What follows belongs to an exercise in optimizing a design on an open flow for small area, a short achievable clock period and few clock cycles; a production flow would make more cautious choices. Function was checked by simulation only, so behaviour that the tests miss may differ from the original.

==> inputs of trial 4 <==
## rot_geom
module rot_geom (
    input  wire        clk,
    input  wire        rst,         
    input  wire        start,
    input  wire        op,          
    input  wire [15:0] w,
    input  wire [15:0] h,
    input  wire [15:0] sin_q,       
    input  wire [15:0] cos_q,       
    output wire        busy,
    output wire        done,
    output wire [7:0]  errcode,
    output wire [31:0] res_a,       
    output wire [31:0] res_b        
);
    localparam [1:0] ST_IDLE = 2'd0, ST_MAC = 2'd1, ST_DIV = 2'd2, ST_DONE = 2'd3;
    reg [1:0]  st;
    reg [3:0]  ph;
    reg        op_q, err;
    reg [15:0] w_q, h_q, s_q, c_q;
    reg        wge, cgs, ceqs;        
    reg        amb;                   
    reg        thin2;                 
    reg        f15;
    reg        goA, goB;
    reg [1:0]  st_nx;
    reg        busy_o, done_o;        
    wire       busy_i  = (st == ST_MAC) || (st == ST_DIV);
    assign busy    = busy_o;
    assign done    = done_o;
    assign errcode = err ? 8'h32 : 8'h00;
    wire accept = start && !busy_i;
    wire start_fin = (w == 16'd0) || (h == 16'd0) || (op && sin_q == 16'd0 && cos_q == 16'd0);
    wire [15:0] L  = wge ? w_q : h_q;
    wire [15:0] Sh = wge ? h_q : w_q;
    wire [31:0] QA, QB;
    wire [30:0] RA, RB, DA, DB;
    wire        negA, negB, actA, actB, lastA, lastB;
    localparam [2:0] A_S = 3'd0, A_C = 3'd1, A_W = 3'd2, A_H = 3'd3, A_ZH = 3'd4, A_ZL = 3'd5;
    localparam [1:0] B_C = 2'd0, B_S = 2'd1, B_L = 2'd2;
    localparam [2:0] AD_0 = 3'd0, AD_RA = 3'd1, AD_RB = 3'd2, AD_D = 3'd3, AD_E = 3'd4, AD_SH = 3'd5;
    localparam [1:0] M_ADD = 2'd0, M_SUB = 2'd1, M_RSUB = 2'd2;    
    localparam [2:0] DS_QA = 3'd0, DS_QB = 3'd1, DS_RA = 3'd2, DS_RB = 3'd3, DS_D = 3'd4,
                     DS_QAS = 3'd5, DS_QBS = 3'd6, DS_AMB = 3'd7;
    wire [1:0] m_sub = cgs ? M_SUB : M_RSUB;
    reg        n_v;
    reg [2:0]  n_a, n_ad, n_ds;
    reg [1:0]  n_b, n_m;
    wire [3:0] nph = ph + 4'd1;
    always @* begin
        n_v = 1'b0; n_a = A_S; n_b = B_C; n_ad = AD_0; n_m = M_ADD; n_ds = DS_QA;
        if (!op_q) begin
            case (nph)
                4'd1: begin n_v = 1'b1; n_a = A_W; n_b = B_S; n_ds = DS_RB; end
                4'd2: begin n_v = 1'b1; n_a = A_H; n_b = B_S; n_ad = AD_RA; n_ds = DS_QAS; end
  ...
==> flow/config.mk <==
export PLATFORM = sky130hd
export DESIGN_NAME = rot_geom
export DESIGN_NICKNAME = rot_geom
export VERILOG_FILES = /design/flow/design.v
export SDC_FILE = /design/flow/constraint.sdc
export NUM_CORES = 4
export LEC_CHECK = 0
export CAP_MARGIN = 40
export CORE_MARGIN = 2
export CORE_UTILIZATION = 40
export PLACE_DENSITY = 0.6
export SLEW_MARGIN = 30
==> flow/constraint.sdc <==
create_clock -name core_clock -period 13.0 [get_ports {clk}]
set_input_delay 2.6000 -clock core_clock [delete_from_list [all_inputs] [get_ports {clk}]]
set_output_delay 2.6000 -clock core_clock [all_outputs]
set_load 0.01 [all_outputs]
standard.sh (not shown) runs the stock make flow with config.mk's settings and CLKGATE_MAP_FILE= SYNTH_SCRIPT=/design/flow/synth_recipe.tcl, a recipe that flattens the netlist after the stock synthesis.
==> flow/flow/run.sh <==
#!/bin/bash
# The standard layout, with
#  - repair_timing aiming at a shorter period than the clock (setup margin),
#    repairing only the worst endpoints so that the area stays small;
set -o pipefail
bash standard.sh SETUP_SLACK_MARGIN=9.3 TNS_END_PERCENT=10 \
    "BUFFER_PORTS_ARGS=-buffer_cell sky130_fd_sc_hd__buf_4" finish > std_flow.log 2>&1
==> trial 8: changes against trial 4 <==
--- a/flow/design.v
+++ b/flow/design.v
@@ -5,91 +5,63 @@
     input  wire        ld_neg,
     input  wire        ld_d,       
     input  wire [30:0] ld_dv,
     input  wire        ld_q,       
     input  wire [31:0] ld_qv,
     input  wire        go,         
     input  wire        al_fb,
-    input  wire [30:0] al_m,       
     input  wire [30:0] al_r0,
-    input  wire [2:0]  al_k0,      
+    input  wire [5:0]  al_k0,
     input  wire        f15,
     input  wire        kill,
     output reg  [31:0] Q,
-    output wire [30:0] R,
+    output reg  [30:0] R,
     output reg  [30:0] D,
     output reg         neg,
     output reg         act,
     output wire        last
 );
-    reg [31:0] P;
-    reg [4:0]  k;           
-    reg [4:0]  str;         
-    reg        b1q, b2q;    
-    reg        incp;        
-    assign R = P[30:0];
-    reg  [31:0] D3;                     
-    wire        s1  = ~P[31];           
-    wire [31:0] Dx  = {1'b0, D};
-    wire [32:0] A1w = {P[30:0], b1q, s1} + {(Dx ^ {32{s1}}), s1};
-    wire        q1  = ~A1w[32];
-    wire [31:0] Kh  = s1 ? ~D3 : Dx;    
-    wire [31:0] Kl  = s1 ? ~Dx : D3;    
-    wire [32:0] Ahw = {P[29:0], b1q, b2q, s1} + {Kh, s1};
-    wire [32:0] Alw = {P[29:0], b1q, b2q, s1} + {Kl, s1};
-    wire [31:0] A2  = (Ahw[32:1] & {32{q1}}) | (Alw[32:1] & {32{~q1}});
-    wire        q2  = ~A2[31];
-    wire        lastk = (k == 5'd1);
-    assign last = act && (incp || (lastk && !neg));
-    wire        strn  = (str > 5'd1);       
+    reg [5:0]  k;
+    reg [4:0]  str;
+    wire        b     = (str != 5'd0) ? Q[31] : neg;
+    wire [31:0] trial = {R, b} - {1'b0, D};
+    wire        qb    = ~trial[31];
+    wire [30:0] rn    = qb ? trial[30:0] : {R[29:0], b};
+    wire [31:0] qstep = {Q[30:0], qb};
+    wire [30:0] qinc  = Q[30:0] + 31'd1;
+    wire [31:0] qfin  = !neg ? qstep : (qb ? {qinc, 1'b0} : {Q[30:0], 1'b1});
+    assign last = act && (k == 6'd1);
     always @(posedge clk) begin
         if (kill) begin
             act <= 1'b0;
         end else if (go) begin
-            act  <= 1'b1;
-            incp <= 1'b0;
+            act <= 1'b1;
             if (al_fb) begin
-                P   <= 32'd0;
-                Q   <= f15 ? {al_m, neg} : {1'b0, al_m};
-                b1q <= f15 ? al_m[30] : 1'b0;
-                b2q <= f15 ? al_m[29] : al_m[30];
-                k   <= 5'd23;
-                str <= 5'd16;
+                R   <= 31'd0;
+                Q   <= {R, 1'b0};
+                k   <= f15 ? 6'd46 : 6'd45;
+                str <= 5'd31;
             end else begin
-                P   <= {1'b0, al_r0};
+                R   <= al_r0;
                 Q   <= 32'd0;
-                b1q <= neg;
-                b2q <= neg;
-                k   <= {2'd0, al_k0};
+                k   <= al_k0;
                 str <= 5'd0;
             end
         end else if (act) begin
-            if (incp) begin
-                Q    <= Q + 32'd1;
-                act  <= 1'b0;
-                incp <= 1'b0;
-            end else begin
-                P   <= A2;
-                Q   <= {Q[29:0], q1, q2};
-                k   <= k - 5'd1;
-                str <= str - {4'd0, (str != 5'd0)};
-                b1q <= strn ? Q[29] : neg;
-                b2q <= strn ? Q[28] : neg;
-                if (lastk) begin
-                    act  <= neg;
-                    incp <= neg;
-                end
-            end
+            R   <= rn;
+            Q   <= last ? qfin : qstep;
+            k   <= k - 6'd1;
+            str <= str - {4'd0, (str != 5'd0)};
+            if (last) act <= 1'b0;
         end
         if (!go && !act) begin
-            if (ld_r) begin P <= {1'b0, ld_rv}; neg <= ld_neg; end
+            if (ld_r) begin R <= ld_rv; neg <= ld_neg; end
             if (ld_q) Q <= ld_qv;
         end
         if (ld_d) D <= ld_dv;
-        D3 <= {1'b0, D} + {D, 1'b0};
     end
 endmodule
 module rot_geom (
     input  wire        clk,
     input  wire        rst,         
     input  wire        start,
     input  wire        op,          
@@ -811,59 +783,54 @@
         input [15:0] x;
         bitlen16 = bitlen31({15'd0, x});
     endfunction
     function [4:0] tcalc;             
         input [4:0] bm, bd;
         input       f;
         reg   [4:0] tr;
-        reg   [3:0] t0;
-        reg         adj;
+        reg   [3:0] fm1;
         begin
             tr  = bd - bm - 5'd1;
-            t0  = (tr > (f ? 5'd13 : 5'd12)) ? (f ? 4'd13 : 4'd12) : tr[3:0];
-            adj = t0[0] ^ f;
-            tcalc = {(bm >= bd) || (adj && t0 == 4'd0), t0 - {3'd0, adj}};
+            fm1 = f ? 4'd14 : 4'd13;
+            tcalc = {(bm >= bd), (tr > {1'b0, fm1}) ? fm1 : tr[3:0]};
         end
     endfunction
     reg  [4:0] blmA, blmB, bldN;      
     wire [4:0] bl_x = bitlen31(xmag);
     reg  [4:0] tA, tB;                
     reg  [4:0] tA_thin, tB_thin;
     always @(posedge clk) begin
         tA_thin <= tcalc(bitlen16(Sh), bitlen16(dA_thin), 1'b0);
         tB_thin <= tcalc(bitlen16(Sh), bitlen16(dB_thin), 1'b0);
     end
     reg al_sel;           
     wire [30:0] al_m   = al_sel ? RB : RA;
     wire        al_neg = al_sel ? negB : negA;
-    wire [4:0]  tnA    = tcalc(blmA, bldN, 1'b1);
-    wire [4:0]  tnB    = tcalc(blmB, bldN, 1'b1);
-    wire [4:0]  al_t   = al_sel ? (f15 ? tnB : tB) : (f15 ? tnA : tA);
+    wire [4:0]  al_t   = al_sel ? tB : tA;
     wire        al_fb  = al_t[4];
     wire [3:0]  t      = al_t[3:0];
     wire [45:0] shx    = {al_m, {15{al_neg}}} << t;
     wire [30:0] al_r0  = shx[45:15];
-    wire [3:0]  kb     = (f15 ? 4'd15 : 4'd14) - t;
-    wire [2:0]  al_k0  = kb[3:1];
+    wire [5:0]  al_k0  = (f15 ? 6'd15 : 6'd14) - {2'd0, t};
     wire clr_q = accept;
     wire kill  = rst || accept;
     rg_div u_da (
         .clk(clk),
         .ld_r(thin_ld || wr_ra), .ld_rv(thin_ld ? {15'd0, Sh} : xmag), .ld_neg(thin_ld ? 1'b0 : xneg),
         .ld_d(thin_ld || wr_d),  .ld_dv(thin_ld ? {15'd0, dA_thin} : X[30:0]),
         .ld_q(clr_q || wr_qa),   .ld_qv(clr_q ? 32'd0 : qa_v),
-        .go(goA), .al_fb(al_fb), .al_m(al_m), .al_r0(al_r0), .al_k0(al_k0), .f15(f15), .kill(kill),
+        .go(goA), .al_fb(al_fb), .al_r0(al_r0), .al_k0(al_k0), .f15(f15), .kill(kill),
         .Q(QA), .R(RA), .D(DA), .neg(negA), .act(actA), .last(lastA)
     );
     rg_div u_db (
         .clk(clk),
         .ld_r(thin_ld || wr_rb), .ld_rv(thin_ld ? {15'd0, Sh} : xmag), .ld_neg(thin_ld ? 1'b0 : xneg),
         .ld_d(thin_ld || wr_d),  .ld_dv(thin_ld ? {15'd0, dB_thin} : X[30:0]),
         .ld_q(clr_q || wr_qb),   .ld_qv(clr_q ? 32'd0 : qb_v),
-        .go(goB), .al_fb(al_fb), .al_m(al_m), .al_r0(al_r0), .al_k0(al_k0), .f15(f15), .kill(kill),
+        .go(goB), .al_fb(al_fb), .al_r0(al_r0), .al_k0(al_k0), .f15(f15), .kill(kill),
         .Q(QB), .R(RB), .D(DB), .neg(negB), .act(actB), .last(lastB)
     );
     assign res_a = QA;
     assign res_b = QB;
     wire div_fin = !goA && !goB && (!actA || lastA) && (!actB || lastB);
     always @(posedge clk) begin
         st_nx = st;
@@ -899,14 +866,17 @@
         if (s2_v && s2_ds == DS_AMB) thin2 <= amb_thin;
         if (wr_ra) blmA <= bl_x;
         if (wr_rb) blmB <= bl_x;
         if (wr_d)  bldN <= bl_x;
         if (thin_ld) begin
             tA <= tA_thin;
             tB <= tB_thin;
+        end else if (f15) begin
+            tA <= tcalc(blmA, bldN, 1'b1);
+            tB <= tcalc(blmB, bldN, 1'b1);
         end
         if (rst) begin
             st_nx   = ST_IDLE;
             p1_v <= 1'b0;
             s2_v <= 1'b0;
         end else begin
             case (st)
@@ -937,19 +907,19 @@
                             f15 <= !thin_now;
                             if (thin_now) begin
                                 goA    <= 1'b1;
                                 al_sel <= 1'b0;
                                 st_nx     = ST_DIV;
                             end
                         end
-                        if (ph == 4'd7 && !amb) begin
+                        if (ph == 4'd8 && !amb) begin
                             goA    <= 1'b1;
                             al_sel <= 1'b0;
                         end
-                        if (ph == 4'd8 && !amb) begin
+                        if (ph == 4'd9 && !amb) begin
                             goB    <= 1'b1;
                             al_sel <= 1'b1;
                             st_nx     = ST_DIV;
                         end
                         if (ph == 4'd10 && amb) begin
                             f15    <= !thin2;
                             goA    <= 1'b1;
==> flow/flow/run.sh (replaced) <==
#!/bin/bash
set -o pipefail
bash standard.sh SETUP_SLACK_MARGIN=9 TNS_END_PERCENT=10 finish > std_flow.log 2>&1
==> notes <==
Trial 8 produced a clean layout. Trial 4 finished with timing, DRC and antenna clean.
Of trial 8 and trial 4, trial 4 has the higher die area (gap about 18%, measured against trial 4).
Against trial 4, the first-iteration DRC count of trial 8 is lower by 9.7%.
Against trial 8, the area after synthesis of trial 4 is higher by about 23%.
Of trial 8 and trial 4, trial 4 has the higher via count (gap 18%, measured against trial 4).
Between trial 8 and trial 4, the lower non-clock buffer count is in trial 8 (gap 106).
In trial 4 the clock-buffer cell count is higher than in trial 8, by 3.
Synthesized cell count: trial 8 is smaller than trial 4 (20%).
Between trial 4 and trial 8, the lower hold slack is in trial 8 (gap 9.6 ps).
Between trial 4 and trial 8, the lower setup slack is in trial 4 (gap 190 ps).
Wire length: trial 4 is larger than trial 8 (21%).
Testbench counts of trial 4, summed over its fixed seeds: cycles 19,645.
Testbench counts of trial 8, summed over its fixed seeds: cycles 26,260.

port drivers added, routing unchanged:
In the flow no input, the clock included, has a driving cell. The finished layouts below were timed again as built, in two steps.
Step 1 assumes that a clkbuf_16 drives the clock port and a buf_2 every other input.
Step 2 times the ports against the registers' clock, not the clock port: input delays grow and output delays shrink by t, the midpoint of the rising clock arrivals with the driver on.
Slacks: ideal ports / drivers / drivers and shift; pairs: ideal ports / drivers.
run	t (ns)	setup WS [ns]	hold slack, ns	worst setup path after step 2	latest minus earliest clock arrival (ns)
trial 4	0.788	8.519 / 8.519 / 7.997	0.327 / 0.327 / 0.327	input to register	0.063 / 0.063
trial 8	0.724	8.708 / 8.640 / 8.172	0.317 / 0.317 / 0.317	input to register	0.023 / 0.023
After both steps setup and hold are still met in every run listed. For trial 8, which loses most, drivers alone change the setup slack by -0.068 ns; drivers and shift together by -0.536 ns.
